Background: an optimization exercise with open tools, aiming at small area, a short achievable clock period and few clock cycles. Do not read the settings as production practice. In this exercise RTL edits were held to simulation tests only and were not proved equivalent to the original. Power and IR drop assume default switching activity.

--- design/flow/design.v ---
module bkt_crc8 (
    input  wire [15:0] crc_in,
    input  wire [7:0]  data,
    output reg  [15:0] crc_out
);
    integer i;
    reg [15:0] c;
    always @* begin
        c = crc_in ^ {data, 8'h00};
        for (i = 0; i < 8; i = i + 1)
            c = c[15] ? ((c << 1) ^ 16'h1021) : (c << 1);
        crc_out = c;
    end
endmodule
module bkt_tape (
    input  wire        clk,
    input  wire        rst,            
    input  wire        cmd_valid,
    output wire        cmd_ready,
    input  wire [31:0] cmd_data,
    output reg         rsp_valid,
    output reg  [2:0]  rsp_code,
    output reg  [31:0] rsp_data,
    output reg         rsp_byte_valid,
    output reg  [1:0]  rsp_byte_seg,
    output reg  [7:0]  rsp_byte
);
    localparam [2:0] R_OK = 3'd0, R_ILLEGAL = 3'd1, R_BADARG = 3'd2,
                     R_SEQ = 3'd3, R_FATAL = 3'd4;
    localparam [3:0] PH_IDLE = 4'd0, PH_FIND_PILOT = 4'd1, PH_PILOT_FOUND = 4'd2,
                     PH_PILOT_FOUND2 = 4'd3, PH_HEADER_MARKER = 4'd4,
                     PH_READ_HEADER = 4'd5, PH_BODY_MARKER = 4'd6, PH_READ_DATA = 4'd7,
                     PH_CKSUM = 4'd8, PH_END_TRAILER = 4'd9, PH_DONE = 4'd10,
                     PH_FATAL = 4'd15;
    localparam [2:0] E_CALIBRATION = 3'd1, E_MARKER = 3'd2, E_BIT_TIMING = 3'd3,
                     E_PROTOCOL = 3'd4, E_TRUNCATED = 3'd5;
    localparam [2:0] MS_NONE = 3'd0, MS_LEAD = 3'd1, MS_MID = 3'd2, MS_FINAL = 3'd3,
                     MS_SYNC1 = 3'd4, MS_SYNC0 = 3'd5;
    localparam [3:0] C_NOP = 4'd0, C_RESET = 4'd1, C_RDREG = 4'd2, C_WRCFG = 4'd3,
                     C_START = 4'd4, C_PULSE = 4'd5, C_END = 4'd6, C_CINIT = 4'd7,
                     C_CBYTE = 4'd8, C_CMARK = 4'd9, C_CCHECK = 4'd10, C_AINIT = 4'd11,
                     C_ABYTE = 4'd12, C_AWORD = 4'd13, C_ACHECK = 4'd14, C_ILL = 4'd15;
    localparam [3:0] M_RUN = 4'd0, M_CHUNK = 4'd1, M_DIV = 4'd2, M_HA = 4'd3,
                     M_ACHK = 4'd4, M_F2 = 4'd5, M_F3 = 4'd6, M_HL = 4'd7,
                     M_XCHK = 4'd8, M_MP = 4'd9, M_REF = 4'd10, M_AW = 4'd11, M_XW = 4'd12,
                     M_T = 4'd13;
    reg [3:0]  tp_phase;
    reg [2:0]  tp_err;
    reg [2:0]  tp_warn;
    reg [31:0] tp_pn;
    reg [55:0] tp_ps;         
    reg [30:0] tp_l0h;        
    reg [24:0] tp_cut;        
    reg [7:0]  tp_acc;
    reg [2:0]  tp_bitcnt;
    reg        tp_syncph;
    reg [15:0] tp_rem;
    reg [2:0]  tp_msub;
    reg [15:0] tp_mcnt;
    reg [15:0] tp_mfic;
    reg        tp_mlenient;
    reg [4:0]  tp_hcnt;
    reg [15:0] tp_bcnt;       
    reg [1:0]  tp_ccnt;
    reg [15:0] tp_start_addr;
    reg [15:0] tp_length;
    reg [15:0] tp_ckread;
    reg [15:0] tp_sum;
    reg [1:0]  tp_ckstat;
    reg [15:0] crc;
    reg [15:0] sum;
    reg [15:0] cfg_fic_std, cfg_fic_end, cfg_mlen_hdr, cfg_mlen_body, cfg_mlen_end, cfg_dbg;
    reg        cfg_end_lenient;
    reg [3:0]  mode;
    reg [4:0]  cnt;
    reg        xmode;         
    reg        skipa;         
    reg        cand_done;     
    reg        cand_long;
    reg [32:0] rem;           
    reg [32:0] l7;            
    reg [7:0]  ccarry;        
    reg [6:0]  c125;          
    reg        dbit;          
    reg        tieflag;       
    reg        sticky;        
    reg        cut_rnd;       
    reg        ir_v;
    reg [31:0] ir;
    reg        ex_v;
    reg [23:0] ex;            
    reg [3:0]  ex_c;          
    reg        ex_wbad;       
    reg        pb_one, pb_guard, pb_long, pb_lead, pb_cert, pb_pz;
    reg        rdy;
    assign cmd_ready = rdy;
    function [31:0] inc32(input [31:0] x);
        integer i, d;
        reg [31:0] a, n;
        begin
            a = x;
            for (d = 1; d < 32; d = d * 2) begin
                n = a;
                for (i = 0; i < 32; i = i + 1)
                    if ((i / d) % 2 == 1) n[i] = a[i] & a[(i / d) * d - 1];
                a = n;
            end
            inc32 = x ^ {a[30:0], 1'b1};
        end
    endfunction
    function [15:0] inc16(input [15:0] x);
        integer i; reg c;
        begin
            c = 1'b1;
            for (i = 0; i < 16; i = i + 1) begin inc16[i] = x[i] ^ c; c = c & x[i]; end
        end
    endfunction
    function [15:0] dec16(input [15:0] x);
        integer i; reg b;
        begin
            b = 1'b1;
            for (i = 0; i < 16; i = i + 1) begin dec16[i] = x[i] ^ b; b = b & !x[i]; end
        end
    endfunction
    wire [23:0] p    = ex[23:0];
    wire [7:0]  b8   = ex[7:0];
    wire [15:0] w16  = ex[15:0];
    wire        i_rn   = ir[23:0] != 24'd0;
    wire        i_rb8  = ir[23:8] != 16'd0;
    wire        i_rw16 = ir[23:16] != 8'd0;
    reg  [3:0]  i_code;
    always @* begin
        case (ir[31:24])
            8'h00: i_code = i_rn   ? C_ILL : C_NOP;
            8'h01: i_code = i_rn   ? C_ILL : C_RESET;
            8'h02: i_code = i_rb8  ? C_ILL : C_RDREG;
            8'h03: i_code = C_WRCFG;
            8'h10: i_code = i_rn   ? C_ILL : C_START;
            8'h11: i_code = C_PULSE;
            8'h12: i_code = i_rn   ? C_ILL : C_END;
            8'h30: i_code = i_rn   ? C_ILL : C_CINIT;
            8'h31: i_code = i_rb8  ? C_ILL : C_CBYTE;
            8'h32: i_code = i_rb8  ? C_ILL : C_CMARK;
            8'h33: i_code = i_rw16 ? C_ILL : C_CCHECK;
            8'h40: i_code = i_rn   ? C_ILL : C_AINIT;
            8'h41: i_code = i_rb8  ? C_ILL : C_ABYTE;
            8'h42: i_code = i_rw16 ? C_ILL : C_AWORD;
            8'h43: i_code = i_rw16 ? C_ILL : C_ACHECK;
            default: i_code = C_ILL;
        endcase
    end
    wire        i_wbad = ir[23:16] > 8'd6 || (ir[23:16] <= 8'd1 && ir[15:0] == 16'd0) ||
                         (ir[23:16] == 8'd5 && ir[15:0] > 16'd1);
    reg         run;            
    wire [23:0] p_t  = run ? ir[23:0] : ex[23:0];
    wire [31:0] c2a = {1'b0, p_t, 7'd0};
    wire [31:0] c2b = {2'd0, p_t, 6'd0};
    wire [31:0] c2c = {5'd0, p_t, 3'd0};
    wire [31:0] p200s = c2a ^ c2b ^ c2c;
    wire [31:0] p200c = (c2a & c2b) | (c2a & c2c) | (c2b & c2c);
    wire [35:0] v_long  = {4'd0, p200s} + {3'd0, p200c, 1'b0} - {3'd0, l7};
    wire [35:0] v_lead  = {4'd0, p200s} + {3'd0, p200c, 1'b0} - {3'd0, rem};
    wire [35:0] v_guard = {4'd0, p_t, 8'd0} - {10'd0, p_t, 2'd0} - {11'd0, p_t, 1'd0} - {3'd0, l7} - 36'd1;
    wire        t_one   = {1'b0, p_t} > tp_cut;
    wire        t_guard = !v_guard[35];
    wire        t_long  = !v_long[35];
    wire        t_lead  = !v_lead[35];
    wire        pn_hi    = |tp_pn[31:9];
    wire [8:0]  pn_lo    = tp_pn[8:0];
    wire        pn_ge199 = pn_hi || pn_lo >= 9'd199;
    wire        pn_ge200 = pn_hi || pn_lo >= 9'd200;
    wire        pn_ge447 = pn_hi || pn_lo >= 9'd447;
    wire        pn_ge448 = pn_hi || pn_lo >= 9'd448;
    wire        t_cert = {2'd0, p_t} <= tp_ps[32:7];
    wire        cand = pn_ge200 && !(!pn_ge448 && pb_cert);
    wire        pred = ir[31:24] == 8'h11 && tp_phase == PH_FIND_PILOT &&
                       pn_ge199 && (pn_ge447 || !t_cert);
    wire        one_p   = pb_one;
    wire        zero_p  = !pb_one;
    wire        guard_p = pb_guard;
    wire        long_ok = pb_long;
    wire        lead_ok = pb_lead;
    wire        mk_viol = (tp_msub == MS_LEAD  && !lead_ok) ||
                          (tp_msub == MS_FINAL && !long_ok) ||
                          (tp_msub == MS_SYNC1 && !one_p)   ||
                          (tp_msub == MS_SYNC0 && !zero_p);
    wire [7:0]  acc_next = {tp_acc[6:0], one_p};
    wire [24:0] ps_lo    = {1'b0, tp_ps[23:0]} + {1'b0, p};
    wire [31:0] ps_hi_n  = ps_lo[24] ? inc32(tp_ps[55:24]) : tp_ps[55:24];
    wire [31:0] cut_inc_w = inc32({7'd0, tp_cut});
    wire [24:0] cut_inc   = cut_inc_w[24:0];
    wire [15:0] crc_byte_out, crc_mark_out;
    bkt_crc8 u_crc_byte (.crc_in(crc),      .data(b8), .crc_out(crc_byte_out));
    bkt_crc8 u_crc_mark (.crc_in(16'hCDB4), .data(b8), .crc_out(crc_mark_out));
    wire [15:0] add_v   = (ex_c == C_ABYTE) ? {8'd0, b8} : w16;
    wire [16:0] add_t   = {1'b0, sum} + {1'b0, add_v};
    wire [15:0] add_r   = add_t[15:0] + {15'd0, add_t[16]};
    wire [16:0] tsum_b  = {1'b0, tp_sum} + {9'd0, acc_next};
    wire [15:0] tsum_r  = tsum_b[15:0] + {15'd0, tsum_b[16]};
    reg         sa_div_r, sa_zero_r, sa_cin_r, sa_bit_r;
    wire        a_div   = sa_div_r;
    wire        h_first = sa_zero_r;
    wire        h_bit   = sa_bit_r;
    wire        h_cin   = sa_cin_r;
    wire [33:0] sa_a    = h_first ? 34'd0 : {rem, a_div ? tp_l0h[30] : 1'b0};
    wire [33:0] sa_b    = a_div ? ~{1'b0, tp_pn, 1'b0} : (h_bit ? {3'd0, tp_l0h} : 34'd0);
    wire [34:0] sa_s    = {1'b0, sa_a} + {1'b0, sa_b} + {34'd0, a_div | h_cin};
    wire        dv_q    = sa_s[34];
    wire [32:0] dv_rem  = dv_q ? sa_s[32:0] : sa_a[32:0];
    wire        h_sat   = (!h_first && rem[32]) || sa_s[33] || sa_s[32];
    wire [32:0] h_acc   = {h_sat, sa_s[31:0]};
    wire [16:0] mk_k    = {tp_mfic, 1'b0} - 17'd1;
    wire [15:0] new_fic = (tp_phase == PH_CKSUM) ? cfg_fic_end : cfg_fic_std;
    reg  [4:0]  top_new;
    wire [16:0] new_k = {new_fic, 1'b0} - 17'd1;
    integer ti;
    always @* begin
        top_new = 5'd0;
        for (ti = 0; ti < 17; ti = ti + 1)
            if (new_k[ti]) top_new = ti[4:0];
    end
    wire        rem_zero = rem == 33'd0;
    wire        tie_f2   = tieflag;
    reg         s125_in;
    wire [7:0]  s125_t  = {c125, s125_in};
    wire        s125_ge = s125_t >= 8'd125;
    wire [6:0]  s125_r  = s125_ge ? s125_t - 8'd125 : s125_t[6:0];
    wire [3:0]  ch      = (cnt[3:1] == 3'b111) ? 4'd0 : tp_ps[3:0];
    reg  [3:0]  pn_nib;
    always @* begin
        case (cnt[2:0])
            3'd0: pn_nib = tp_pn[3:0];
            3'd1: pn_nib = tp_pn[7:4];
            3'd2: pn_nib = tp_pn[11:8];
            3'd3: pn_nib = tp_pn[15:12];
            3'd4: pn_nib = tp_pn[19:16];
            3'd5: pn_nib = tp_pn[23:20];
            3'd6: pn_nib = tp_pn[27:24];
            default: pn_nib = tp_pn[31:28];
        endcase
        if (xmode || cnt[3]) pn_nib = 4'd0;
    end
    wire [11:0] ch_mul  = xmode ? ({5'd0, ch, 3'd0} - {8'd0, ch})
                                : ({1'b0, ch, 7'd0} + {2'b0, ch, 6'd0} + {5'd0, ch, 3'd0});
    wire [11:0] ch_t    = ch_mul + {8'd0, pn_nib} + {4'd0, ccarry};
    wire [7:0]  ri = ex[7:0];
    wire        rg1 = ri[7:5] == 3'b000 && ri[4];           
    wire        rg2 = ri[7:3] == 5'b00100;                   
    wire        rg7 = ri[7:3] == 5'b01110;                   
    wire        rs_10 = rg1 && ri[3:0] == 4'h0;
    wire        rs_11 = rg1 && ri[3:0] == 4'h1;
    wire        rs_12 = rg1 && ri[3:0] == 4'h2;
    wire        rs_13 = rg1 && ri[3:0] == 4'h3;
    wire        rs_14 = rg1 && ri[3:0] == 4'h4;
    wire        rs_15 = rg1 && ri[3:0] == 4'h5;
    wire        rs_16 = rg1 && ri[3:0] == 4'h6;
    wire        rs_17 = rg1 && ri[3:0] == 4'h7;
    wire        rs_18 = rg1 && ri[3:0] == 4'h8;
    wire        rs_19 = rg1 && ri[3:0] == 4'h9;
    wire        rs_1A = rg1 && ri[3:0] == 4'hA;
    wire        rs_1B = rg1 && ri[3:0] == 4'hB;
    wire        rs_1C = rg1 && ri[3:0] == 4'hC;
    wire        rs_1D = rg1 && ri[3:0] == 4'hD;
    wire        rs_1E = rg1 && ri[3:0] == 4'hE;
    wire        rs_1F = rg1 && ri[3:0] == 4'hF;
    wire        rs_20 = rg2 && ri[2:0] == 3'd0;
    wire        rs_21 = rg2 && ri[2:0] == 3'd1;
    wire        rs_22 = rg2 && ri[2:0] == 3'd2;
    wire        rs_23 = rg2 && ri[2:0] == 3'd3;
    wire        rs_24 = rg2 && ri[2:0] == 3'd4;
    wire        rs_25 = rg2 && ri[2:0] == 3'd5;
    wire        rs_26 = rg2 && ri[2:0] == 3'd6;
    wire        rs_27 = rg2 && ri[2:0] == 3'd7;
    wire        rs_50 = ri == 8'h50;
    wire        rs_58 = ri == 8'h58;
    wire        rs_70 = rg7 && ri[2:0] == 3'd0;
    wire        rs_71 = rg7 && ri[2:0] == 3'd1;
    wire        rs_72 = rg7 && ri[2:0] == 3'd2;
    wire        rs_73 = rg7 && ri[2:0] == 3'd3;
    wire        rs_74 = rg7 && ri[2:0] == 3'd4;
    wire        rs_75 = rg7 && ri[2:0] == 3'd5;
    wire        rs_76 = rg7 && ri[2:0] == 3'd6;
    wire        rd_ok = rs_10 | rs_11 | rs_12 | rs_13 | rs_14 | rs_15 | rs_16 | rs_17 | rs_18 | rs_19 | rs_1A | rs_1B | rs_1C | rs_1D | rs_1E | rs_1F | rs_20 | rs_21 | rs_22 | rs_23 | rs_24 | rs_25 | rs_26 | rs_27 | rs_50 | rs_58 | rs_70 | rs_71 | rs_72 | rs_73 | rs_74 | rs_75 | rs_76;
    wire [31:0] rd_val =
        ({32{rs_10}} & {28'd0, tp_phase}) |
        ({32{rs_11}} & {29'd0, tp_err}) |
        ({32{rs_12}} & {29'd0, tp_warn}) |
        ({32{rs_13}} & tp_pn) |
        ({32{rs_14}} & tp_ps[31:0]) |
        ({32{rs_15}} & {8'd0, tp_ps[55:32]}) |
        ({32{rs_16}} & {1'b0, tp_l0h}) |
        ({32{rs_17}} & {7'd0, tp_cut}) |
        ({32{rs_18}} & {24'd0, tp_acc}) |
        ({32{rs_19}} & {29'd0, tp_bitcnt}) |
        ({32{rs_1A}} & {31'd0, tp_syncph}) |
        ({32{rs_1B}} & {16'd0, tp_rem}) |
        ({32{rs_1C}} & {29'd0, tp_msub}) |
        ({32{rs_1D}} & {16'd0, tp_mcnt}) |
        ({32{rs_1E}} & {16'd0, tp_mfic}) |
        ({32{rs_1F}} & {31'd0, tp_mlenient}) |
        ({32{rs_20}} & {27'd0, tp_hcnt}) |
        ({32{rs_21}} & {16'd0, tp_bcnt}) |
        ({32{rs_22}} & {30'd0, tp_ccnt}) |
        ({32{rs_23}} & {16'd0, tp_start_addr}) |
        ({32{rs_24}} & {16'd0, tp_length}) |
        ({32{rs_25}} & {16'd0, tp_ckread}) |
        ({32{rs_26}} & {16'd0, tp_sum}) |
        ({32{rs_27}} & {30'd0, tp_ckstat}) |
        ({32{rs_50}} & {16'd0, crc}) |
        ({32{rs_58}} & {16'd0, sum}) |
        ({32{rs_70}} & {16'd0, cfg_fic_std}) |
        ({32{rs_71}} & {16'd0, cfg_fic_end}) |
        ({32{rs_72}} & {16'd0, cfg_mlen_hdr}) |
        ({32{rs_73}} & {16'd0, cfg_mlen_body}) |
        ({32{rs_74}} & {16'd0, cfg_mlen_end}) |
        ({32{rs_75}} & {31'd0, cfg_end_lenient}) |
        ({32{rs_76}} & {16'd0, cfg_dbg});
    task automatic tape_clear;
        begin
            tp_err <= 3'd0;  tp_warn <= 3'd0;  tp_pn <= 32'd0;  tp_ps <= 56'd0;
            tp_l0h <= 31'd0; tp_cut <= 25'd0;  tp_acc <= 8'd0;  tp_bitcnt <= 3'd0;
            tp_syncph <= 1'b0; tp_rem <= 16'd0; tp_msub <= MS_NONE; tp_mcnt <= 16'd0;
            tp_mfic <= 16'd0; tp_mlenient <= 1'b0; tp_hcnt <= 5'd0; tp_bcnt <= 16'd0;
            tp_ccnt <= 2'd0; tp_start_addr <= 16'd0; tp_length <= 16'd0;
            tp_ckread <= 16'd0; tp_sum <= 16'd0; tp_ckstat <= 2'd0;
            cand_done <= 1'b0;
        end
    endtask
    task automatic full_reset;
        begin
            tape_clear;
            tp_phase <= PH_IDLE;
            crc <= 16'hFFFF;
            sum <= 16'd0;
            cfg_fic_std <= 16'd4;  cfg_fic_end <= 16'd9;
            cfg_mlen_hdr <= 16'd2; cfg_mlen_body <= 16'd2;
            cfg_mlen_end <= 16'd2; cfg_end_lenient <= 1'b1; cfg_dbg <= 16'd0;
        end
    endtask
    reg [3:0]  ph_n;
    reg        rv;
    reg [2:0]  rc;
    reg [31:0] rdt;
    reg        consume;
    reg [3:0]  mode_n;
    reg [4:0]  cnt_n;
    reg        mk_start;
    reg        xfer;
    always @(posedge clk) begin
        ph_n     = tp_phase;
        rv       = 1'b0;
        rc       = R_OK;
        rdt      = 32'd0;
        consume  = 1'b0;
        mode_n   = mode;
        cnt_n    = cnt;
        mk_start = 1'b0;
        rsp_byte_valid <= 1'b0;
        rsp_byte       <= acc_next;
        rsp_byte_seg   <= (tp_phase == PH_READ_HEADER) ? 2'd0 :
                          (tp_phase == PH_READ_DATA) ? 2'd1 : 2'd2;
        begin
            case (mode)
            M_RUN: if (ex_v) begin
                consume = 1'b1;
                case (ex_c)
                C_NOP: begin rv = 1'b1; end
                C_RESET: begin
                    full_reset;
                    rv = 1'b1;
                end
                C_RDREG:
                    if (rd_ok) begin rv = 1'b1; rdt = rd_val; end
                    else       begin rv = 1'b1; rc = R_BADARG; end
                C_WRCFG: begin
                    rv = 1'b1;
                    if (ex_wbad)
                        rc = R_BADARG;
                    else begin
                        case (ex[18:16])
                            3'd0: cfg_fic_std     <= w16;
                            3'd1: cfg_fic_end     <= w16;
                            3'd2: cfg_mlen_hdr    <= w16;
                            3'd3: cfg_mlen_body   <= w16;
                            3'd4: cfg_mlen_end    <= w16;
                            3'd5: cfg_end_lenient <= w16[0];
                            default: cfg_dbg      <= w16;
                        endcase
                    end
                end
                C_START: begin
                    tape_clear;
                    tp_phase <= PH_FIND_PILOT;
                    rv = 1'b1; rdt = {28'd0, PH_FIND_PILOT};
                end
                C_PULSE: begin
                    if (pb_pz) begin
                        rv = 1'b1; rc = R_BADARG;
                    end else if (tp_phase == PH_IDLE || tp_phase == PH_FATAL) begin
                        rv = 1'b1; rc = R_SEQ;
                    end else if (tp_phase == PH_DONE) begin
                        rv = 1'b1; rdt = {25'd0, tp_err, tp_phase};
                    end else begin
                        case (tp_phase)
                        PH_FIND_PILOT: begin
                            if (!cand_done && cand) begin
                                consume = 1'b0;
                                mode_n  = M_CHUNK;
                                cnt_n     = 5'd0;
                                xmode   <= 1'b0;
                                skipa   <= 1'b0;
                                ccarry  <= 8'd0;
                                c125    <= 7'd0;
                            end else if (cand_done && cand_long) begin
                                cand_done <= 1'b0;
                                tp_phase  <= PH_PILOT_FOUND;
                                rv = 1'b1; rdt = {28'd0, PH_PILOT_FOUND};
                            end else if (&tp_pn) begin
                                cand_done <= 1'b0;
                                tp_phase <= PH_FATAL;
                                tp_err   <= E_CALIBRATION;
                                rv = 1'b1; rc = R_FATAL; rdt = {25'd0, E_CALIBRATION, PH_FATAL};
                            end else begin
                                cand_done <= 1'b0;
                                tp_ps <= {ps_hi_n, ps_lo[23:0]};
                                tp_pn <= inc32(tp_pn);
                                rv = 1'b1; rdt = {25'd0, tp_err, ph_n};
                            end
                        end
                        PH_PILOT_FOUND: begin
                            if (!one_p) tp_warn[0] <= 1'b1;
                            tp_phase <= PH_PILOT_FOUND2;
                            rv = 1'b1; rdt = {25'd0, tp_err, PH_PILOT_FOUND2};
                        end
                        PH_PILOT_FOUND2: begin
                            if (!zero_p) tp_warn[1] <= 1'b1;
                            tp_msub     <= MS_LEAD;
                            tp_mfic     <= cfg_fic_std;
                            tp_mcnt     <= cfg_mlen_hdr;
                            tp_mlenient <= 1'b0;
                            tp_phase    <= PH_HEADER_MARKER;
                            mk_start = 1'b1;
                                                rv = 1'b1; rdt = {25'd0, tp_err, PH_HEADER_MARKER};
                        end
                        PH_HEADER_MARKER, PH_BODY_MARKER, PH_END_TRAILER: begin
                            if (mk_viol && !tp_mlenient) begin
                                tp_phase <= PH_FATAL;
                                tp_err   <= E_MARKER;
                                rv = 1'b1; rc = R_FATAL; rdt = {25'd0, E_MARKER, PH_FATAL};
                            end else begin
                                if (mk_viol) tp_warn[2] <= 1'b1;
                                case (tp_msub)
                                    MS_LEAD:  tp_msub <= (tp_mcnt != 16'd0) ? MS_MID : MS_FINAL;
                                    MS_MID: begin
                                        tp_mcnt <= dec16(tp_mcnt);
                                        if (tp_mcnt == 16'd1) tp_msub <= MS_FINAL;
                                    end
                                    MS_FINAL: tp_msub <= MS_SYNC1;
                                    MS_SYNC1: tp_msub <= MS_SYNC0;
                                    default: begin
                                        tp_msub <= MS_NONE;
                                        if (tp_phase == PH_HEADER_MARKER) begin
                                            ph_n = PH_READ_HEADER;
                                            tp_rem <= 16'd20;
                                        end else if (tp_phase == PH_BODY_MARKER) begin
                                            if (tp_length == 16'd0) begin
                                                ph_n = PH_CKSUM;
                                                tp_rem <= 16'd2;
                                            end else begin
                                                ph_n = PH_READ_DATA;
                                                tp_rem <= tp_length;
                                            end
                                        end else begin
                                            ph_n = PH_DONE;
                                        end
                                        tp_acc <= 8'd0;  tp_bitcnt <= 3'd0;  tp_syncph <= 1'b0;
                                    end
                                endcase
                                tp_phase <= ph_n;
                                rv = 1'b1; rdt = {25'd0, tp_err, ph_n};
                            end
                        end
                        default: begin  
                            if (guard_p) begin
                                tp_phase <= PH_FATAL;
                                tp_err   <= E_BIT_TIMING;
                                rv = 1'b1; rc = R_FATAL; rdt = {25'd0, E_BIT_TIMING, PH_FATAL};
                            end else if (!tp_syncph) begin
                                tp_syncph <= 1'b1;
                                if (tp_bitcnt == 3'd7) begin
                                    tp_acc    <= 8'd0;
                                    tp_bitcnt <= 3'd0;
                                    tp_rem    <= dec16(tp_rem);
                                    rsp_byte_valid <= 1'b1;
                                    if (tp_phase == PH_READ_HEADER) begin
                                        case (tp_hcnt)
                                            5'd0: rem[7:0]   <= acc_next;
                                            5'd1: rem[15:8]  <= acc_next;
                                            5'd2: rem[23:16] <= acc_next;
                                            5'd3: rem[31:24] <= acc_next;
                                            default: ;
                                        endcase
                                        tp_hcnt <= tp_hcnt + 5'd1;
                                    end else if (tp_phase == PH_READ_DATA) begin
                                        tp_bcnt <= inc16(tp_bcnt);
                                        tp_sum  <= tsum_r;
                                    end else begin
                                        if (tp_ccnt == 2'd0) tp_ckread[7:0]  <= acc_next;
                                        else                 tp_ckread[15:8] <= acc_next;
                                        tp_ccnt <= tp_ccnt + 2'd1;
                                    end
                                end else begin
                                    tp_acc    <= acc_next;
                                    tp_bitcnt <= tp_bitcnt + 3'd1;
                                end
                                rv = 1'b1; rdt = {25'd0, tp_err, ph_n};
                            end else if (!zero_p) begin
                                tp_phase <= PH_FATAL;
                                tp_err   <= E_PROTOCOL;
                                rv = 1'b1; rc = R_FATAL; rdt = {25'd0, E_PROTOCOL, PH_FATAL};
                            end else begin
                                tp_syncph <= 1'b0;
                                if (tp_rem == 16'd0) begin
                                    if (tp_phase == PH_READ_HEADER) begin
                                        tp_start_addr <= rem[15:0];
                                        tp_length     <= rem[31:16];
                                        ph_n = PH_BODY_MARKER;
                                        tp_msub     <= MS_LEAD;
                                        tp_mfic     <= cfg_fic_std;
                                        tp_mcnt     <= cfg_mlen_body;
                                        tp_mlenient <= 1'b0;
                                        mk_start = 1'b1;
                                                                    end else if (tp_phase == PH_READ_DATA) begin
                                        ph_n = PH_CKSUM;
                                        tp_rem <= 16'd2;
                                        tp_acc <= 8'd0;  tp_bitcnt <= 3'd0;
                                    end else begin
                                        tp_ckstat   <= {tp_ckread == tp_sum, 1'b1};
                                        ph_n = PH_END_TRAILER;
                                        tp_msub     <= MS_LEAD;
                                        tp_mfic     <= cfg_fic_end;
                                        tp_mcnt     <= cfg_mlen_end;
                                        tp_mlenient <= cfg_end_lenient;
                                        mk_start = 1'b1;
                                    end
                                    tp_phase <= ph_n;
                                end
                                rv = 1'b1; rdt = {25'd0, tp_err, ph_n};
                            end
                        end
                        endcase
                    end
                end
                C_END:
                    if (tp_phase == PH_IDLE || tp_phase == PH_FATAL) begin rv = 1'b1; rc = R_SEQ; end
                    else if (tp_phase == PH_DONE) begin rv = 1'b1; rdt = {25'd0, tp_err, tp_phase}; end
                    else if (tp_phase == PH_FIND_PILOT) begin
                        tp_phase <= PH_FATAL;
                        tp_err   <= E_CALIBRATION;
                        rv = 1'b1; rc = R_FATAL; rdt = {25'd0, E_CALIBRATION, PH_FATAL};
                    end else begin
                        tp_phase <= PH_FATAL;
                        tp_err   <= E_TRUNCATED;
                        rv = 1'b1; rc = R_FATAL; rdt = {25'd0, E_TRUNCATED, PH_FATAL};
                    end
                C_CINIT: begin
                    crc <= 16'hFFFF;
                    rv = 1'b1; rdt = 32'h0000FFFF;
                end
                C_CBYTE: begin
                    crc <= crc_byte_out;
                    rv = 1'b1; rdt = {16'd0, crc_byte_out};
                end
                C_CMARK: begin
                    crc <= crc_mark_out;
                    rv = 1'b1; rdt = {16'd0, crc_mark_out};
                end
                C_CCHECK: begin rv = 1'b1; rdt = {31'd0, crc == w16}; end
                C_AINIT: begin
                    sum <= 16'd0;
                    rv = 1'b1;
                end
                C_ABYTE, C_AWORD: begin
                    sum <= add_r;
                    rv = 1'b1; rdt = {16'd0, add_r};
                end
                C_ACHECK: begin rv = 1'b1; rdt = {31'd0, sum == w16}; end
                default:
                    begin rv = 1'b1; rc = R_ILLEGAL; end
                endcase
                if (mk_start) begin
                    mode_n = M_MP;
                    cnt_n    = top_new;
                end
            end
            M_CHUNK: begin
                ccarry <= ch_t[11:4];
                {rem, tp_l0h} <= {ch_t[3:0], rem, tp_l0h[30:4]};
                if (cnt[3:1] != 3'b111) tp_ps <= {tp_ps[3:0], tp_ps[55:4]};
                cnt_n = cnt + 5'd1;
                if (cnt[3:0] == 4'd15) begin
                    mode_n = M_DIV;
                    cnt_n    = 5'd0;
                end
            end
            M_DIV: begin
                rem    <= dv_rem;
                tp_l0h <= {tp_l0h[29:0], dv_q};
                if (xmode) begin
                    tp_cut <= {tp_cut[23:0], dv_q};
                    sticky <= sticky | tp_cut[24];
                end else begin
                    dbit <= dv_q;
                    if (cnt != 5'd0) begin
                        c125   <= s125_r;
                        tp_cut <= {tp_cut[23:0], s125_ge};
                    end
                end
                cnt_n = cnt + 5'd1;
                if (cnt == 5'd30) begin
                    cnt_n     = 5'd0;
                    mode_n  = xmode ? M_XW : (skipa ? M_T : M_HA);
                end
            end
            M_HA: begin
                if (cnt == 5'd0) tieflag <= rem_zero;
                rem <= h_acc;
                cnt_n = cnt + 5'd1;
                if (cnt == 5'd2) mode_n = M_AW;
            end
            M_AW: mode_n = M_ACHK;
            M_T: begin
                tieflag <= rem_zero;
                mode_n = M_F2;
            end
            M_XW: mode_n = M_XCHK;
            M_ACHK: begin
                if (pb_lead) begin
                    mode_n = M_F2;               
                end else begin
                    mode_n = M_CHUNK;
                    xmode  <= 1'b1;
                    cnt_n    = 5'd0;
                    ccarry <= 8'd0;
                    tp_cut <= 25'd0;
                    sticky <= 1'b0;
                end
            end
            M_XCHK: begin
                tp_cut <= 25'd0;
                tp_l0h <= 31'd0;
                if (pb_one && !sticky) begin
                    mode_n = M_CHUNK;
                    xmode  <= 1'b0;
                    skipa  <= 1'b1;
                    cnt_n    = 5'd0;
                    ccarry <= 8'd0;
                    c125   <= 7'd0;
                end else begin
                    mode_n = M_RUN;
                    cand_done <= 1'b1;
                    cand_long <= 1'b0;
                end
            end
            M_F2: begin
                tp_l0h[0] <= dbit & !tie_f2;
                c125      <= s125_r;
                tp_cut    <= {tp_cut[23:0], s125_ge};
                mode_n = M_F3;
            end
            M_F3: begin
                tp_cut <= {tp_cut[23:0], s125_ge};
                cut_rnd <= s125_r >= 7'd63;
                rem    <= h_acc;
                cnt_n    = 5'd1;
                mode_n = M_HL;
            end
            M_HL: begin
                rem <= h_acc;
                cnt_n = cnt + 5'd1;
                if (cnt == 5'd1 && cut_rnd) tp_cut <= cut_inc;
                if (cnt == 5'd2) begin
                    l7 <= h_acc;
                    mode_n = M_RUN;
                    cand_done <= 1'b1;
                    cand_long <= 1'b1;
                end
            end
            M_MP: begin
                rem <= h_acc;
                cnt_n = cnt - 5'd1;
                if (cnt == 5'd0) mode_n = M_REF;
            end
            M_REF: mode_n = M_RUN;
            default: mode_n = M_RUN;
            endcase
        end
        if (rst) begin
            full_reset;
            mode_n = M_RUN;
        end
        mode <= mode_n;
        cnt  <= cnt_n;
        sa_div_r  <= mode_n == M_DIV;
        sa_zero_r <= (mode_n == M_HA && cnt_n == 5'd0) || mode_n == M_F3 ||
                     (mode_n == M_MP && mode != M_MP);
        sa_cin_r  <= mode_n == M_HA && cnt_n == 5'd0;
        sa_bit_r  <= (mode_n == M_MP && mode == M_MP) ? mk_k[cnt - 5'd1] : 1'b1;
        run  <= rst || mode_n == M_RUN;
        if (!run) begin
            pb_one   <= t_one;
            pb_guard <= t_guard;
            pb_long  <= t_long;
            pb_lead  <= t_lead;
        end
        rsp_valid <= rv && !rst;
        rsp_code  <= rc;
        rsp_data  <= rdt;
        xfer = (mode == M_RUN) && ir_v && (!ex_v || consume);
        if (cmd_valid && rdy) ir <= cmd_data;
        if (xfer) begin
            ex       <= ir[23:0];
            ex_c     <= i_code;
            ex_wbad  <= i_wbad;
            pb_one   <= t_one;
            pb_guard <= t_guard;
            pb_long  <= t_long;
            pb_lead  <= t_lead;
            pb_cert  <= t_cert;
            pb_pz    <= ir[23:0] == 24'd0;
        end
        if (rst) begin
            ir_v <= 1'b0;
            ex_v <= 1'b0;
            rdy  <= 1'b1;
        end else begin
            if (cmd_valid && rdy) begin
                ir_v <= 1'b1;
            end else if (xfer) begin
                ir_v <= 1'b0;
            end
            if (xfer)         ex_v <= 1'b1;
            else if (consume) ex_v <= 1'b0;
            rdy <= (mode_n == M_RUN) && !(xfer && pred);
        end
    end
    always @* begin
        case (mode)
            M_F2:    s125_in = dbit & !tie_f2;
            M_F3:    s125_in = 1'b0;
            default: s125_in = dbit;
        endcase
    end
endmodule
--- design/flow/flow/run.sh ---
#!/bin/bash
# Layout flow: the standard flow (standard.sh, unchanged synthesis, floorplan,
# placement, CTS, routing) with a larger setup-slack margin for its timing-repair
# steps, so that repair keeps shortening paths below the design's period. The
# constraints (constraint.sdc, period) are not touched.
set -e
sed -i '/SETUP_SLACK_MARGIN/d' config.mk
echo 'export SETUP_SLACK_MARGIN = 10.5' >> config.mk
bash standard.sh > standard.log 2>&1
--- design/flow/standard.sh ---
#!/bin/bash
# synth_recipe.tcl (not shown) runs the flow's synth.tcl, then flattens the netlist and writes it again
# the make line also repeats each setting of config.mk as NAME=value (left out here)
make -C /OpenROAD-flow-scripts/flow DESIGN_CONFIG=/design/flow/config.mk WORK_HOME=/design/flow/orfs CLKGATE_MAP_FILE= SYNTH_SCRIPT=/design/flow/synth_recipe.tcl "${@:-finish}"
--- design/flow/config.mk ---
export PLATFORM = sky130hd
export DESIGN_NAME = bkt_tape
export DESIGN_NICKNAME = bkt_tape
export VERILOG_FILES = /design/flow/design.v
export SDC_FILE = /design/flow/constraint.sdc
export NUM_CORES = 4
export LEC_CHECK = 0
export CAP_MARGIN = 20
export CORE_MARGIN = 2
export CORE_UTILIZATION = 55
export PLACE_DENSITY = 0.65
export SLEW_MARGIN = 20
export SETUP_SLACK_MARGIN = 10.5
--- design/flow/constraint.sdc ---
create_clock -name core_clock -period 15.0 [get_ports {clk}]
set_input_delay 3.0000 -clock core_clock [delete_from_list [all_inputs] [get_ports {clk}]]
set_output_delay 3.0000 -clock core_clock [all_outputs]
set_load 0.01 [all_outputs]
==> flow_summary.json, run 1 <==
{
  "cts_tree": "yes",
  "cts_hold_buf": 0,
  "finClkSkew_ns": 0.0445,
  "first_global_vias": 45034,
  "cts_buffer_depth": 3,
  "fin_tns_setup_ns": 0,
  "crit_path_end_kind": "register",
  "synth_nets": 6450,
  "yosysWarnings": 2,
  "synth_edf_count": 155,
  "clockRootBuffer": "clkbuf_16",
  "p_total_mw": 4.51,
  "drv_slew": 0,
  "syn_to_final_growth_pct": 12.7,
  "drtIter0Drc": 8103,
  "cp-start-kind": "register",
  "fp.dieH_um": 300,
  "detail-route-antenna-nets": 0,
  "htreeDepth": 3,
  "fillers": 7767,
  "avgSynthCellArea_um2": 8.07,
  "path_common_cell": "a21o_1",
  "finalCritPeriodShare_pct": 35.8,
  "start_util_pct": 55.5,
  "drt_wl_total_mm": 217,
  "peakVddDrop_v": 0.0000836,
  "post-dp-hpwl_mm": 162,
  "ys_seq_area_share_pct": 30.5,
  "clkTransAtPathRegs_ns": 0.07,
  "grt_max_degree": 127,
  "fin_nets": 6443,
  "antenna_found_initial": 20,
  "die_area_mm2": 0.0900,
  "io_pins": 83,
  "slowest_delay_ns": 0.45,
  "io_buffers": 82,
  "drcViolationCount": 0,
  "relSlewSlack_pct": 15.9,
  "post_drt_via_cell_ratio": 6.90,
  "worstSetupPathType": "reg -> reg",
  "gr-total-overflow": 0,
  "rsz0062_at_grt": "true",
  "tightest_slew_ns": 1.25,
  "grt_pass1_wl_mm": 310,
  "slowest_stage": "fa_1",
  "rows": 108,
  "ys_types": 98,
  "async_reset_ff_share_pct": 0,
  "groute.usage.overall_pct": 46.7,
  "clock-sinks": 656,
  "hold_class": "reg -> reg",
  "drv_cap": 0,
  "syn_area_mm2": 0.0482,
  "via_count": 49653,
  "synth-seq-cells": 656,
  "min_period_ns": 5.37,
  "finalHoldViolCount": 0,
  "core_area_mm2": 0.0868,
  "place.gp.congestion": 1.14,
  "firstDrtPassIters": 13,
  "die_w_um": 300,
  "setup_viol": 0,
  "p_per_area_mw_per_mm2": 83.0,
  "fmax_ghz": 0.186,
  "wire_per_inst_um": 30.2,
  "crit_path_max_fanout": 7,
  "yosysTopAreaCell": "dfxtp_1",
  "p_leak_nw": 21.2,
  "arrival_ns": 5.82,
  "synth_top_cells_by_area": "dfxtp_1 (21%), ha_1 (10%), edfxtp_1 (9.7%)",
  "clk_latency_ns": 0.70,
  "required_ns": 15.45,
  "cts_buffers": 77,
  "ys.flop_type": "dfxtp_1",
  "drive_gt1_share_pct": 9.08,
  "synth_top_area_share_pct": 20.8,
  "status": "timing/DRC/antenna clean",
  "syn-instance-count": 5971
}
state kept, by name, indices dropped and copies added (netlist names), 24 cells and up:
| name | cells |
|---|---|
| ir | 32 |
| tp_cut | 25 |
| rem | 33 |
| tp_pn | 32 |
| tp_l0h | 31 |
| tp_ps | 56 |
| l7 | 33 |
| rsp_data | 32 |
| ex | 24 |
power by group:
part / leakage [nW] / internal, mW / switching, mW / total, mW
Clock: 1.30 / 1.15 / 0.848 / 2.00
Combinational: 14.4 / 0.268 / 0.389 / 0.657
Sequential: 5.48 / 1.82 / 0.0282 / 1.85
Total: 21.2 / 3.24 / 1.27 / 4.51
synthesized netlist by cell type, types with 36 or more instances:
cell and number:
mux2i_1 142, ha_1 389, nor2_1 650, dfxtp_1 501, nor2b_1 71, nand2b_1 91, xnor2_1 159, a211oi_1 52
nor3_1 116, and3_1 38, a21o_1 108, o21ai_0 232, a22oi_1 88, a221oi_1 85, nand2_1 551, o21a_1 41
nor4_1 51, clkbuf_1 326, a31oi_1 57, or3_1 36, fa_1 55, a222oi_1 59, inv_1 311, o22ai_1 45
nand3_1 242, a221o_1 37, xor2_1 114, edfxtp_1 155, nand4_1 96, a21oi_1 533, o21ai_1 48
cells by family (layout without fill, tap and decap cells):
| kind of cell | Yosys count | in the layout | synth area share [%] |
|---|---|---|---|
| xor gates and xnor gates | 273 | 273 | 4.96 |
| adders and majority gates | 445 | 445 | 12.4 |
| DFF | 656 | 656 | 30.5 |
| other | 0 | 12 | 0 |
| muxes | 168 | 168 | 3.59 |
| buffers and inverters | 683 | 736 | 5.41 |
| and+or+nand+nor | 2074 | 2075 | 20.2 |
| AOI/OAI and AO/OA | 1672 | 1672 | 22.9 |
cells in the final DEF (no fill, tap or decap), drive strengths merged, types with 55 or more instances in the layout:
master    n
a22oi    88
dfxtp   501
a221oi   86
nand2   551
a222oi   59
mux2i   142
nor2b    71
nand4    96
clkbuf  109
buf     194
inv     319
nor3    118
nor2    651
edfxtp  155
a21oi   533
xnor2   159
a31oi    57
xor2    114
nand3   242
o21ai   280
nand2b   91
ha      389
a21o    108
fa       55
stage by stage:
step / utilization (%) / area [um2] / hold slack [ns] / std cells / setup WS, ns
after floorplan: - / 48300 / 0.412 / 5971 / 9.58
after global placement: 57.7 / 50100 / 0.452 / 6957 / 8.94
after detailed placement: 57.7 / 50100 / 0.454 / 6957 / 8.79
after CTS: 61.7 / 53500 / 0.467 / 7142 / 9.74
after global routing: 62.5 / 54300 / 0.477 / 7182 / 9.24
final: 62.6 / 54300 / 0.474 / 7192 / 9.63
layout make-up:
class | instances | area [um2] | share of cell area (%)
Inverter | 317 | 1220 | 2.24
Clock buffer | 107 | 2240 | 4.12
Clock inverter | 33 | 388 | 0.715
Multi-Input combinational cell | 4633 | 31800 | 58.5
Tap cell | 1155 | 1450 | 2.66
Timing Repair Buffer | 279 | 2480 | 4.58
Sequential cell | 656 | 14700 | 27.1
Antenna cell | 12 | 30.0 | 0.0553
worst max-delay path: cells and delay by family (launching register included):
kind,cells,cell delay (ns)
and+or+nand+nor,7,0.68
muxes,1,0.35
buffers and inverters,3,0.56
DFF,1,0.38
adders and majority gates,3,0.94
xor gates and xnor gates,1,0.16
AOI/OAI and AO/OA,11,2.08
per-layer routing:
| metal | vias up | track usage (%) | part of all wire [%] |
|---|---|---|---|
| li1 | 21796 | - | - |
| met1 | 23454 | 58.0 | 37 |
| met2 | 3467 | 67.2 | 41 |
| met3 | 922 | 14.7 | 13 |
| met4 | 14 | 36.4 | 9.6 |
| met5 | - | 0 | 0.044 |
final timing paths:
check / start / endpoint / slack (ns) / cells after the start
setup reg to reg: run$_DFF_P_ / pb_lead$_DFFE_PP_ / 9.63 / 26
setup / recovery: run$_DFF_P_ / pb_lead$_DFFE_PP_ / 9.63 / 26
hold reg to reg: cfg_dbg[0]$_SDFFE_PP0P_ / cfg_dbg[0]$_SDFFE_PP0P_ / 0.47 / 2
hold / removal: cfg_dbg[0]$_SDFFE_PP0P_ / cfg_dbg[0]$_SDFFE_PP0P_ / 0.47 / 2
what timing repair did:
| item | in CTS | in global routing |
|---|---|---|
| gates cloned | 3 | 3 |
| buffers inserted | 42 | 34 |
| endpoints found under the setup margin | 328 | 135 |
| pin swaps | 32 | 35 |
| endpoints found under the hold margin | 0 | 0 |
| gates resized for setup | 156 | 90 |
Testbench counts, summed over its fixed seeds: cycles 63,850.
==> run 2: changes to the inputs <==
--- a/design/flow/flow/run.sh
+++ b/design/flow/flow/run.sh
@@ -6,4 +6,4 @@
 set -e
 sed -i '/SETUP_SLACK_MARGIN/d' config.mk
-echo 'export SETUP_SLACK_MARGIN = 10.5' >> config.mk
+echo 'export SETUP_SLACK_MARGIN = 10.0' >> config.mk
 bash standard.sh > standard.log 2>&1
--- a/design/flow/config.mk
+++ b/design/flow/config.mk
@@ -8,6 +8,6 @@
 export CAP_MARGIN = 20
 export CORE_MARGIN = 2
-export CORE_UTILIZATION = 55
-export PLACE_DENSITY = 0.65
+export CORE_UTILIZATION = 50
+export PLACE_DENSITY = 0.62
 export SLEW_MARGIN = 20
-export SETUP_SLACK_MARGIN = 10.5
+export SETUP_SLACK_MARGIN = 10.0
==> flow_summary.json, run 2 <==
{
  "status": "timing/DRC/antenna clean",
  "min_period_ns": 5.45,
  "clk_latency_ns": 0.67,
  "layout_commonest_cell": "nor2_1",
  "htreeDepth": 3,
  "dp_slack_ns": 8.60,
  "finalCritPeriodShare_pct": 36.3,
  "crit_path_max_fanout": 7,
  "setup_viol": 0,
  "syn-instance-count": 5971,
  "yosysWarnings": 2,
  "via_count": 48604,
  "io_pins": 83,
  "grt_max_degree": 188,
  "final_area_mm2": 0.0538,
  "synthXorXnorAreaFrac_pct": 4.96,
  "synth_compound_area_share_pct": 22.9,
  "gr-total-overflow": 0,
  "drv_slew": 0,
  "drcViolationCount": 0,
  "cts_buffer_depth": 3,
  "synth_top_cells_by_area": "dfxtp_1 (21%), ha_1 (10%), edfxtp_1 (9.7%)",
  "syn_to_final_growth_pct": 11.8,
  "fin_tns_setup_ns": 0,
  "avgSynthCellArea_um2": 8.07,
  "synth_adder_area_share_pct": 12.4,
  "post_drt_via_cell_ratio": 6.70,
  "cts_tree": "yes",
  "p_leak_nw": 20.6,
  "fin_ws_ns": 9.55,
  "hold_end": "cfg_dbg[8]$_SDFFE_PP0P_",
  "grt_pass1_wl_mm": 312,
  "start_util_pct": 50.5,
  "fin_nets": 6408,
  "arrival_ns": 5.86,
  "drt_wl_total_mm": 218,
  "mostFrequentLayoutCells": "nor2_1 (637), nand2_1 (549), a21oi_1 (516)",
  "synth_nets": 6450,
  "min_path_cells": 2,
  "hold_class": "reg -> reg",
  "firstDrtPassIters": 10,
  "io_buffers": 82,
  "clockRootBuffer": "clkbuf_16",
  "groute.usage.overall_pct": 43.0,
  "hp-start": "cfg_dbg[8]$_SDFFE_PP0P_",
  "yosysMostFrequentCell": "nor2_1",
  "wire_per_inst_um": 30.0,
  "place.gp.congestion": 1.10,
  "drive_gt1_share_pct": 8.00,
  "worstSetupPathType": "reg -> reg",
  "worstRegToRegCells": 25,
  "finClkSkew_ns": 0.0319,
  "crit_path_end_kind": "register",
  "post-dp-hpwl_mm": 164,
  "clock-sinks": 656,
  "synth-seq-cells": 656,
  "async_reset_ff_share_pct": 0,
  "die_w_um": 314,
  "reg2reg_to": "pb_lead$_DFFE_PP_",
  "synth_mux_area_share_pct": 3.59,
  "first_global_vias": 44863,
  "synth_top_area_share_pct": 20.8,
  "synth-simple-area-share_pct": 20.2,
  "ys.flop_type": "dfxtp_1",
  "rows": 113,
  "fp.dieH_um": 314,
  "cp-start-kind": "register",
  "synth_edf_count": 155,
  "die_area_mm2": 0.0988,
  "antenna_found_initial": 10,
  "yosysTopAreaCell": "dfxtp_1",
  "largest_reg_flops": 56,
  "top_register": "tp_ps",
  "syn_area_mm2": 0.0482,
  "r2r_start": "run$_DFF_P_",
  "place_area_mm2": 0.0502,
  "fillers": 9005,
  "regToRegSetupSlack_ns": 9.55,
  "ys_seq_area_share_pct": 30.5,
  "cts_buffers": 78,
  "drtIter0Drc": 7310,
  "drv_cap": 0,
  "largestRegisters": "tp_ps (56), l7 (33), rem (33)",
  "clkTransAtPathRegs_ns": 0.06,
  "cts_hold_buf": 0,
  "peakVddDrop_v": 0.000131,
  "detail-route-antenna-nets": 0,
  "relSlewSlack_pct": 12.6,
  "tightest_slew_ns": 1.30,
  "synth_top_family_by_area": "compound AO/OA/AOI/OAI gates",
  "required_ns": 15.41,
  "fmax_ghz": 0.184,
  "synth_commonest_cells": "nor2_1 (650), nand2_1 (551), a21oi_1 (533)",
  "finalHoldViolCount": 0,
  "rsz0062_at_grt": "true",
  "core_area_mm2": 0.0953,
  "p_per_area_mw_per_mm2": 83.4,
  "ys_types": 98
}
-- run 2: critical path, cell delays in order, from the launching register on --
cell	delay (ns)
dfxtp_4	0.38
buf_12	0.16
mux2i_4	0.41
clkinvlp_4	0.26
fa_1	0.53
ha_1	0.31
a21o_1	0.20
a311oi_2	0.28
nor3_2	0.09
o31a_1	0.26
o21ai_1	0.13
nand2b_1	0.09
o41a_1	0.37
nand2_1	0.09
nand2_1	0.10
xor2_2	0.18
ha_1	0.30
a21o_1	0.16
a21o_1	0.15
a21oi_1	0.11
nor2b_1	0.06
o21ai_1	0.12
nand2b_1	0.08
a21oi_2	0.12
o32ai_1	0.08
a21o_1	0.18
-- run 2: logic make-up (layout without fill, tap and decap cells) --
kind of cell / count (synthesis) / in the layout
fa+ha+maj: 445 / 445
simple gates: 2074 / 2074
xor+xnor: 273 / 273
compound gates: 1672 / 1672
buf+inv: 683 / 700
other cells: 0 / 2
mux: 168 / 168
flops: 656 / 656
-- run 2: metrics by stage --
step | power [mW] | instances | util (%) | hold WS, ns
after floorplan | 2.30 | 5971 | - | 0.412
after global placement | 2.47 | 7061 | 52.7 | 0.449
after detailed placement | 2.48 | 7061 | 52.7 | 0.459
after CTS | 4.47 | 7243 | 56.3 | 0.472
after global routing | 4.63 | 7253 | 56.5 | 0.495
final | 4.49 | 7255 | 56.5 | 0.476
-- run 2: worst max-delay path by stage --
stage | slack, ns | start | depth (start not counted) | end
2_1_floorplan | 9.58 | ex[1]$_DFFE_PP_ | 28 | pb_lead$_DFFE_PP_
3_3_place_gp | 8.65 | run$_DFF_P_ | 25 | pb_lead$_DFFE_PP_
3_5_place_dp | 8.60 | run$_DFF_P_ | 25 | pb_lead$_DFFE_PP_
4_1_cts | 9.69 | run$_DFF_P_ | 26 | pb_lead$_DFFE_PP_
5_1_grt | 9.30 | run$_DFF_P_ | 25 | pb_lead$_DFFE_PP_
6_report | 9.55 | run$_DFF_P_ | 25 | pb_lead$_DFFE_PP_
-- run 2: power by group --
group	switching [mW]	internal (mW)	total, mW
clock	0.827	1.15	1.98
sequential	0.0271	1.82	1.85
combinational	0.391	0.275	0.666
-- run 2: layout make-up --
cell class	count	area, um2	share of cell area [%]
clock buffer	103	2190	4.06
sequential	656	14700	27.3
clock inverter	36	407	0.755
timing repair buffer	244	2180	4.05
antenna	2	5.00	0.00929
inverter	317	1220	2.27
tap	1265	1580	2.94
multi-input combinational	4632	31600	58.6
-- run 2: per-layer routing --
metal	GRT usage, %	vias to the layer above	wire length (um)
met5	0	-	76
met4	32.0	12	19500
met3	11.9	718	25100
met2	62.6	2954	90400
met1	54.1	23250	82900
li1	-	21670	-
-- run 2: what timing repair did --
action	in CTS	in global routing
setup endpoints to repair	79	77
buffers inserted	41	10
gates resized for setup	93	37
gates cloned	2	0
pin swaps	28	17
==> run 3: changes to the inputs <==
--- a/design/flow/design.v
+++ b/design/flow/design.v
@@ -94,4 +94,5 @@
     reg        pb_one, pb_guard, pb_long, pb_lead, pb_cert, pb_pz;
     reg        rdy;
+    reg        rst_r;
     assign cmd_ready = rdy;
     function [31:0] inc32(input [31:0] x);
@@ -110,15 +111,30 @@
     endfunction
     function [15:0] inc16(input [15:0] x);
-        integer i; reg c;
+        reg [31:0] w;
         begin
-            c = 1'b1;
-            for (i = 0; i < 16; i = i + 1) begin inc16[i] = x[i] ^ c; c = c & x[i]; end
+            w = inc32({16'd0, x});
+            inc16 = w[15:0];
         end
     endfunction
     function [15:0] dec16(input [15:0] x);
-        integer i; reg b;
+        dec16 = ~inc16(~x);
+    endfunction
+    function [15:0] eac16(input [15:0] a, input [15:0] b);
+        integer i, d;
+        reg [15:0] g, q, gn, qn, c;
         begin
-            b = 1'b1;
-            for (i = 0; i < 16; i = i + 1) begin dec16[i] = x[i] ^ b; b = b & !x[i]; end
+            g = a & b;
+            q = a | b;
+            for (d = 1; d < 16; d = d * 2) begin
+                gn = g; qn = q;
+                for (i = 0; i < 16; i = i + 1)
+                    if ((i / d) % 2 == 1) begin
+                        gn[i] = g[i] | (q[i] & g[(i / d) * d - 1]);
+                        qn[i] = q[i] & q[(i / d) * d - 1];
+                    end
+                g = gn; q = qn;
+            end
+            c = {g[14:0] | (q[14:0] & {15{g[15]}}), g[15]};
+            eac16 = a ^ b ^ c;
         end
     endfunction
@@ -154,16 +170,51 @@
     reg         run;            
     wire [23:0] p_t  = run ? ir[23:0] : ex[23:0];
-    wire [31:0] c2a = {1'b0, p_t, 7'd0};
-    wire [31:0] c2b = {2'd0, p_t, 6'd0};
-    wire [31:0] c2c = {5'd0, p_t, 3'd0};
-    wire [31:0] p200s = c2a ^ c2b ^ c2c;
-    wire [31:0] p200c = (c2a & c2b) | (c2a & c2c) | (c2b & c2c);
-    wire [35:0] v_long  = {4'd0, p200s} + {3'd0, p200c, 1'b0} - {3'd0, l7};
-    wire [35:0] v_lead  = {4'd0, p200s} + {3'd0, p200c, 1'b0} - {3'd0, rem};
-    wire [35:0] v_guard = {4'd0, p_t, 8'd0} - {10'd0, p_t, 2'd0} - {11'd0, p_t, 1'd0} - {3'd0, l7} - 36'd1;
+    function [35:0] csa_s(input [35:0] a, input [35:0] b, input [35:0] c);
+        csa_s = a ^ b ^ c;
+    endfunction
+    function [35:0] csa_c(input [35:0] a, input [35:0] b, input [35:0] c);
+        csa_c = {((a & b) | (a & c) | (b & c)), 1'b0};
+    endfunction
+    function sign36(input [35:0] a, input [35:0] b, input cin);
+        integer i, lvl, n;
+        reg [35:0] g, q, g2, q2;
+        begin
+            g = a & b;
+            q = a | b;
+            g[0] = g[0] | (q[0] & cin);
+            g[35] = 1'b0; q[35] = 1'b0;
+            n = 35;
+            for (lvl = 0; lvl < 6; lvl = lvl + 1) begin
+                g2 = 36'd0; q2 = 36'd0;
+                for (i = 0; i < 18; i = i + 1) begin
+                    if (2 * i + 1 < n) begin
+                        g2[i] = g[2*i+1] | (q[2*i+1] & g[2*i]);
+                        q2[i] = q[2*i+1] & q[2*i];
+                    end else if (2 * i < n) begin
+                        g2[i] = g[2*i];
+                        q2[i] = q[2*i];
+                    end
+                end
+                g = g2; q = q2; n = (n + 1) / 2;
+            end
+            sign36 = a[35] ^ b[35] ^ g[0];
+        end
+    endfunction
+    wire [35:0] p200a = {5'd0, p_t, 7'd0};
+    wire [35:0] p200b = {6'd0, p_t, 6'd0};
+    wire [35:0] p200c = {9'd0, p_t, 3'd0};
+    wire [35:0] p200s = csa_s(p200a, p200b, p200c);
+    wire [35:0] p200k = csa_c(p200a, p200b, p200c);
+    wire [35:0] nl7   = ~{3'd0, l7};
+    wire [35:0] nrem  = ~{3'd0, rem};
+    wire        t_long  = !sign36(csa_s(p200s, p200k, nl7),  csa_c(p200s, p200k, nl7),  1'b1);
+    wire        t_lead  = !sign36(csa_s(p200s, p200k, nrem), csa_c(p200s, p200k, nrem), 1'b1);
+    wire [35:0] g_r1  = {4'd0, p_t, 8'd0} | 36'd2;
+    wire [35:0] g_r2  = ~{10'd0, p_t, 2'd0};
+    wire [35:0] g_r3  = ~{11'd0, p_t, 1'd0};
+    wire [35:0] g_s1  = csa_s(g_r1, g_r2, g_r3);
+    wire [35:0] g_c1  = csa_c(g_r1, g_r2, g_r3);
+    wire        t_guard = !sign36(csa_s(g_s1, g_c1, nl7), csa_c(g_s1, g_c1, nl7), 1'b0);
     wire        t_one   = {1'b0, p_t} > tp_cut;
-    wire        t_guard = !v_guard[35];
-    wire        t_long  = !v_long[35];
-    wire        t_lead  = !v_lead[35];
     wire        pn_hi    = |tp_pn[31:9];
     wire [8:0]  pn_lo    = tp_pn[8:0];
@@ -194,8 +245,6 @@
     bkt_crc8 u_crc_mark (.crc_in(16'hCDB4), .data(b8), .crc_out(crc_mark_out));
     wire [15:0] add_v   = (ex_c == C_ABYTE) ? {8'd0, b8} : w16;
-    wire [16:0] add_t   = {1'b0, sum} + {1'b0, add_v};
-    wire [15:0] add_r   = add_t[15:0] + {15'd0, add_t[16]};
-    wire [16:0] tsum_b  = {1'b0, tp_sum} + {9'd0, acc_next};
-    wire [15:0] tsum_r  = tsum_b[15:0] + {15'd0, tsum_b[16]};
+    wire [15:0] add_r   = eac16(sum, add_v);
+    wire [15:0] tsum_r  = eac16(tp_sum, {8'd0, acc_next});
     reg         sa_div_r, sa_zero_r, sa_cin_r, sa_bit_r;
     wire        a_div   = sa_div_r;
@@ -227,18 +276,18 @@
     wire [6:0]  s125_r  = s125_ge ? s125_t - 8'd125 : s125_t[6:0];
     wire [3:0]  ch      = (cnt[3:1] == 3'b111) ? 4'd0 : tp_ps[3:0];
-    reg  [3:0]  pn_nib;
-    always @* begin
-        case (cnt[2:0])
-            3'd0: pn_nib = tp_pn[3:0];
-            3'd1: pn_nib = tp_pn[7:4];
-            3'd2: pn_nib = tp_pn[11:8];
-            3'd3: pn_nib = tp_pn[15:12];
-            3'd4: pn_nib = tp_pn[19:16];
-            3'd5: pn_nib = tp_pn[23:20];
-            3'd6: pn_nib = tp_pn[27:24];
-            default: pn_nib = tp_pn[31:28];
+    reg  [3:0]  pn_nib_r;
+    function [3:0] nib8(input [31:0] x, input [2:0] k);
+        case (k)
+            3'd0: nib8 = x[3:0];
+            3'd1: nib8 = x[7:4];
+            3'd2: nib8 = x[11:8];
+            3'd3: nib8 = x[15:12];
+            3'd4: nib8 = x[19:16];
+            3'd5: nib8 = x[23:20];
+            3'd6: nib8 = x[27:24];
+            default: nib8 = x[31:28];
         endcase
-        if (xmode || cnt[3]) pn_nib = 4'd0;
-    end
+    endfunction
+    wire [3:0]  pn_nib = (xmode || cnt[3]) ? 4'd0 : pn_nib_r;
     wire [11:0] ch_mul  = xmode ? ({5'd0, ch, 3'd0} - {8'd0, ch})
                                 : ({1'b0, ch, 7'd0} + {2'b0, ch, 6'd0} + {5'd0, ch, 3'd0});
@@ -361,6 +410,6 @@
                           (tp_phase == PH_READ_DATA) ? 2'd1 : 2'd2;
         begin
-            case (mode)
-            M_RUN: if (ex_v) begin
+            if (run) begin
+              if (ex_v) begin
                 consume = 1'b1;
                 case (ex_c)
@@ -593,5 +642,6 @@
                     cnt_n    = top_new;
                 end
-            end
+              end
+            end else case (mode)
             M_CHUNK: begin
                 ccarry <= ch_t[11:4];
@@ -696,10 +746,10 @@
             endcase
         end
-        if (rst) begin
-            full_reset;
-            mode_n = M_RUN;
-        end
+        if (rst_r) full_reset;
+        if (rst) mode_n = M_RUN;
+        rst_r <= rst;
         mode <= mode_n;
         cnt  <= cnt_n;
+        pn_nib_r <= nib8(tp_pn, cnt_n[2:0]);
         sa_div_r  <= mode_n == M_DIV;
         sa_zero_r <= (mode_n == M_HA && cnt_n == 5'd0) || mode_n == M_F3 ||
@@ -717,5 +767,5 @@
         rsp_code  <= rc;
         rsp_data  <= rdt;
-        xfer = (mode == M_RUN) && ir_v && (!ex_v || consume);
+        xfer = run && ir_v && (!ex_v || consume);
         if (cmd_valid && rdy) ir <= cmd_data;
         if (xfer) begin
@@ -733,5 +783,5 @@
             ir_v <= 1'b0;
             ex_v <= 1'b0;
-            rdy  <= 1'b1;
+            rdy  <= 1'b0;
         end else begin
             if (cmd_valid && rdy) begin
--- a/design/flow/flow/run.sh
+++ b/design/flow/flow/run.sh
@@ -6,4 +6,4 @@
 set -e
 sed -i '/SETUP_SLACK_MARGIN/d' config.mk
-echo 'export SETUP_SLACK_MARGIN = 10.0' >> config.mk
+echo 'export SETUP_SLACK_MARGIN = 10.5' >> config.mk
 bash standard.sh > standard.log 2>&1
--- a/design/flow/config.mk
+++ b/design/flow/config.mk
@@ -11,3 +11,3 @@
 export PLACE_DENSITY = 0.62
 export SLEW_MARGIN = 20
-export SETUP_SLACK_MARGIN = 10.0
+export SETUP_SLACK_MARGIN = 10.5
==> flow_summary.json, run 3 <==
{
  "status": "timing/DRC/antenna clean",
  "worstSetupPathType": "reg -> reg",
  "setup_viol": 0,
  "peakVddDrop_v": 0.000115,
  "cts_hold_buf": 0,
  "crit_path_end_kind": "register",
  "synth_top_area_share_pct": 21.4,
  "ys_seq_area_share_pct": 31.3,
  "start_util_pct": 50.6,
  "post_drt_via_cell_ratio": 6.80,
  "drcViolationCount": 0,
  "cts_tree": "yes",
  "clockRootBuffer": "clkbuf_16",
  "min_period_ns": 4.53,
  "synth_top_cells_by_area": "dfxtp_1 (21%), edfxtp_1 (9.8%), ha_1 (6.7%)",
  "firstDrtPassIters": 8,
  "ys.flop_type": "dfxtp_1",
  "wire_per_inst_um": 30.9,
  "clkTransAtPathRegs_ns": 0.06,
  "finalCritPeriodShare_pct": 30.2,
  "required_ns": 15.54,
  "rows": 112,
  "fin_tns_setup_ns": 0,
  "io_pins": 83,
  "drv_cap": 0,
  "fp.dieH_um": 312,
  "clock-sinks": 661,
  "htreeDepth": 3,
  "core_area_mm2": 0.0935,
  "grt_max_degree": 187,
  "finalHoldViolCount": 0,
  "largestRegisters": "tp_ps (56), l7 (33), rem (33)",
  "place_area_mm2": 0.0496,
  "cts_buffer_depth": 3,
  "crit_path_max_fanout": 30,
  "cp-start-kind": "register",
  "p_per_area_mw_per_mm2": 156,
  "hold_class": "reg -> reg",
  "gr-total-overflow": 0,
  "clk_latency_ns": 0.69,
  "mostFrequentLayoutCells": "nor2_1 (743), a21oi_1 (556), dfxtp_1 (499)",
  "place.gp.congestion": 1.11,
  "placedCellCount": 6970,
  "die_area_mm2": 0.0971,
  "final_area_mm2": 0.0536,
  "fmax_ghz": 0.221,
  "top_register": "tp_ps",
  "yosysWarnings": 2,
  "syn_area_mm2": 0.0473,
  "detail-route-antenna-nets": 0,
  "io_buffers": 82,
  "whs_ns": 0.454,
  "synth_commonest_cells": "nor2_1 (753), a21oi_1 (560), dfxtp_1 (506)",
  "async_reset_ff_share_pct": 0,
  "grt_pass1_wl_mm": 313,
  "post-dp-hpwl_mm": 167,
  "syn-instance-count": 5866,
  "via_count": 48994,
  "finClkSkew_ns": 0.0282,
  "yosysMostFrequentCell": "nor2_1",
  "antenna_found_initial": 23,
  "drive_gt1_share_pct": 9.24,
  "avgSynthCellArea_um2": 8.06,
  "synth_edf_count": 155,
  "layout_commonest_cell": "nor2_1",
  "p_leak_nw": 20.0,
  "regToRegSetupSlack_ns": 10.47,
  "syn_to_final_growth_pct": 13.4,
  "drv_slew": 0,
  "drt_wl_total_mm": 223,
  "arrival_ns": 5.07,
  "tightest_slew_ns": 1.21,
  "yosysTopAreaCell": "dfxtp_1",
  "rsz0062_at_grt": "true",
  "ys_types": 106,
  "drtIter0Drc": 7928,
  "die_w_um": 312,
  "synth_nets": 6272,
  "groute.usage.overall_pct": 44.1,
  "cts_buffers": 78,
  "first_global_vias": 43569,
  "synth-seq-cells": 661,
  "fin_nets": 6284,
  "stdcell_count": 7207,
  "largest_reg_flops": 56,
  "relSlewSlack_pct": 19.1
}
## run 3: cell count changes after synthesis, moves of 36 or more
cell | before | now
ha_1 | 389 | 253
a22oi_1 | 88 | 203
nor2_1 | 650 | 753
fa_1 | 55 | 118
nand2_1 | 551 | 489
nor3_1 | 116 | 175
a21o_1 | 108 | 54
mux2i_1 | 142 | 92
nand3_1 | 242 | 192
inv_1 | 311 | 353
nand4_1 | 96 | 60
## run 3: path summary, 6_finish.rpt
path / from / cells after the start / to
max: ex[2]$_DFFE_PP_ / 13 / rsp_data[2]$_SDFF_PN0_
max reg2reg: ex[2]$_DFFE_PP_ / 13 / rsp_data[2]$_SDFF_PN0_
min: tp_start_addr[11]$_SDFFE_PP0P_ / 2 / tp_start_addr[11]$_SDFFE_PP0P_
min reg2reg: tp_start_addr[11]$_SDFFE_PP0P_ / 2 / tp_start_addr[11]$_SDFFE_PP0P_
## run 3: cells by family (layout without fill, tap and decap cells)
| group | after synthesis | in the layout | share of synthesized area, % |
|---|---|---|---|
| buffers and inverters | 715 | 791 | 5.82 |
| DFF | 661 | 661 | 31.3 |
| other | 0 | 11 | 0 |
| AOI/OAI and AO/OA | 1648 | 1648 | 23.1 |
| and+or+nand+nor | 2085 | 2085 | 20.5 |
| muxes | 114 | 114 | 2.55 |
| xor gates and xnor gates | 247 | 247 | 4.57 |
| adders and majority gates | 396 | 396 | 12.2 |
## run 3: what timing repair did
item / 4_1_cts / 5_1_grt
pin swaps: 7 / 34
resized for setup: 121 / 95
cloned: 3 / 2
setup endpoints to repair: 151 / 109
buffers inserted: 24 / 52
## run 3: cell type report
type / count / area (um2)
repair buffers: 284 / 2530
well taps: 1254 / 1570
clock buffers: 113 / 2350
multi-input cells: 4490 / 30500
flip-flops and latches: 661 / 14800
inverters: 363 / 1420
fillers: 8704 / 39800
diodes: 11 / 27.5
clock inverters: 31 / 395
## run 3: worst max-delay path, stage by stage (launching register included)
cell and delay [ns]:
edfxtp_1 0.35, buf_4 0.25, inv_1 0.22, nor2_1 0.17
nand3_2 0.31, nor2_2 0.05, buf_4 0.29, a22o_1 0.36
a221oi_1 0.60, nand4_1 0.36, nor3_1 0.52, nor2_1 0.10
a2111oi_1 0.62, a21oi_1 0.15
## run 3: stage by stage
step	power, mW	util [%]	setup slack (ns)
3_5_place_dp	5.78	53.0	9.03
6_report	8.36	57.4	10.47
5_1_grt	8.80	57.4	10.38
4_1_cts	7.99	56.5	10.40
2_1_floorplan	4.70	-	10.49
3_3_place_gp	5.73	53.0	9.16
## run 3: metal layers
layer  part of all wire [%]  wire length (um)  vias to the layer above  track usage (%)
met5                  0.058               129                        -                0
met4                    6.5             14500                       18             24.1
met3                     14             31400                      699             15.2
met2                     40             89000                     3382             61.3
met1                     39             87900                    23649             59.6
li1                       -                 -                    21246                -
## run 3: report_power, final
part	leakage, nW	internal, mW	total (mW)	switching, mW
logic	13.2	1.63	4.10	2.46
registers	5.50	1.98	2.20	0.221
clock network	1.34	1.20	2.07	0.868
Testbench counts of run 3, summed over its fixed seeds: cycles 63,850.

re-timing with driven ports:
How much do the figures lean on ideal ports? The routed layouts below were timed once more, with nothing changed but the port constraints. Step 1 sets driving cells, clkbuf_16 on the clock port and buf_2 on the other inputs (assumed; they add their load-dependent delay and slew). Step 2 also shifts input and output timing later by t, the mid clock arrival at the registers, as if the neighbouring blocks saw the same clock. a / b / c = ideal / step 1 / step 2; a / b = the first two.
| run | t (ns) | setup WS [ns] | worst setup path at the end | worst slew at a driven data input, ns | cell pins on the clock port's net |
|---|---|---|---|---|---|
| run 1 | 0.754 | 9.630 / 9.630 / 9.630 | register to register | 0.06 | 1 |
| run 2 | 0.730 | 9.552 / 9.552 / 9.552 | register to register | 0.05 | 1 |
| run 3 | 0.745 | 10.473 / 10.473 / 9.949 | input to register | 0.06 | 1 |
After both steps every run listed still meets setup and hold. The setup slack of run 3, which loses most, moves by 0.000 ns with the drivers and by -0.524 ns with both steps.
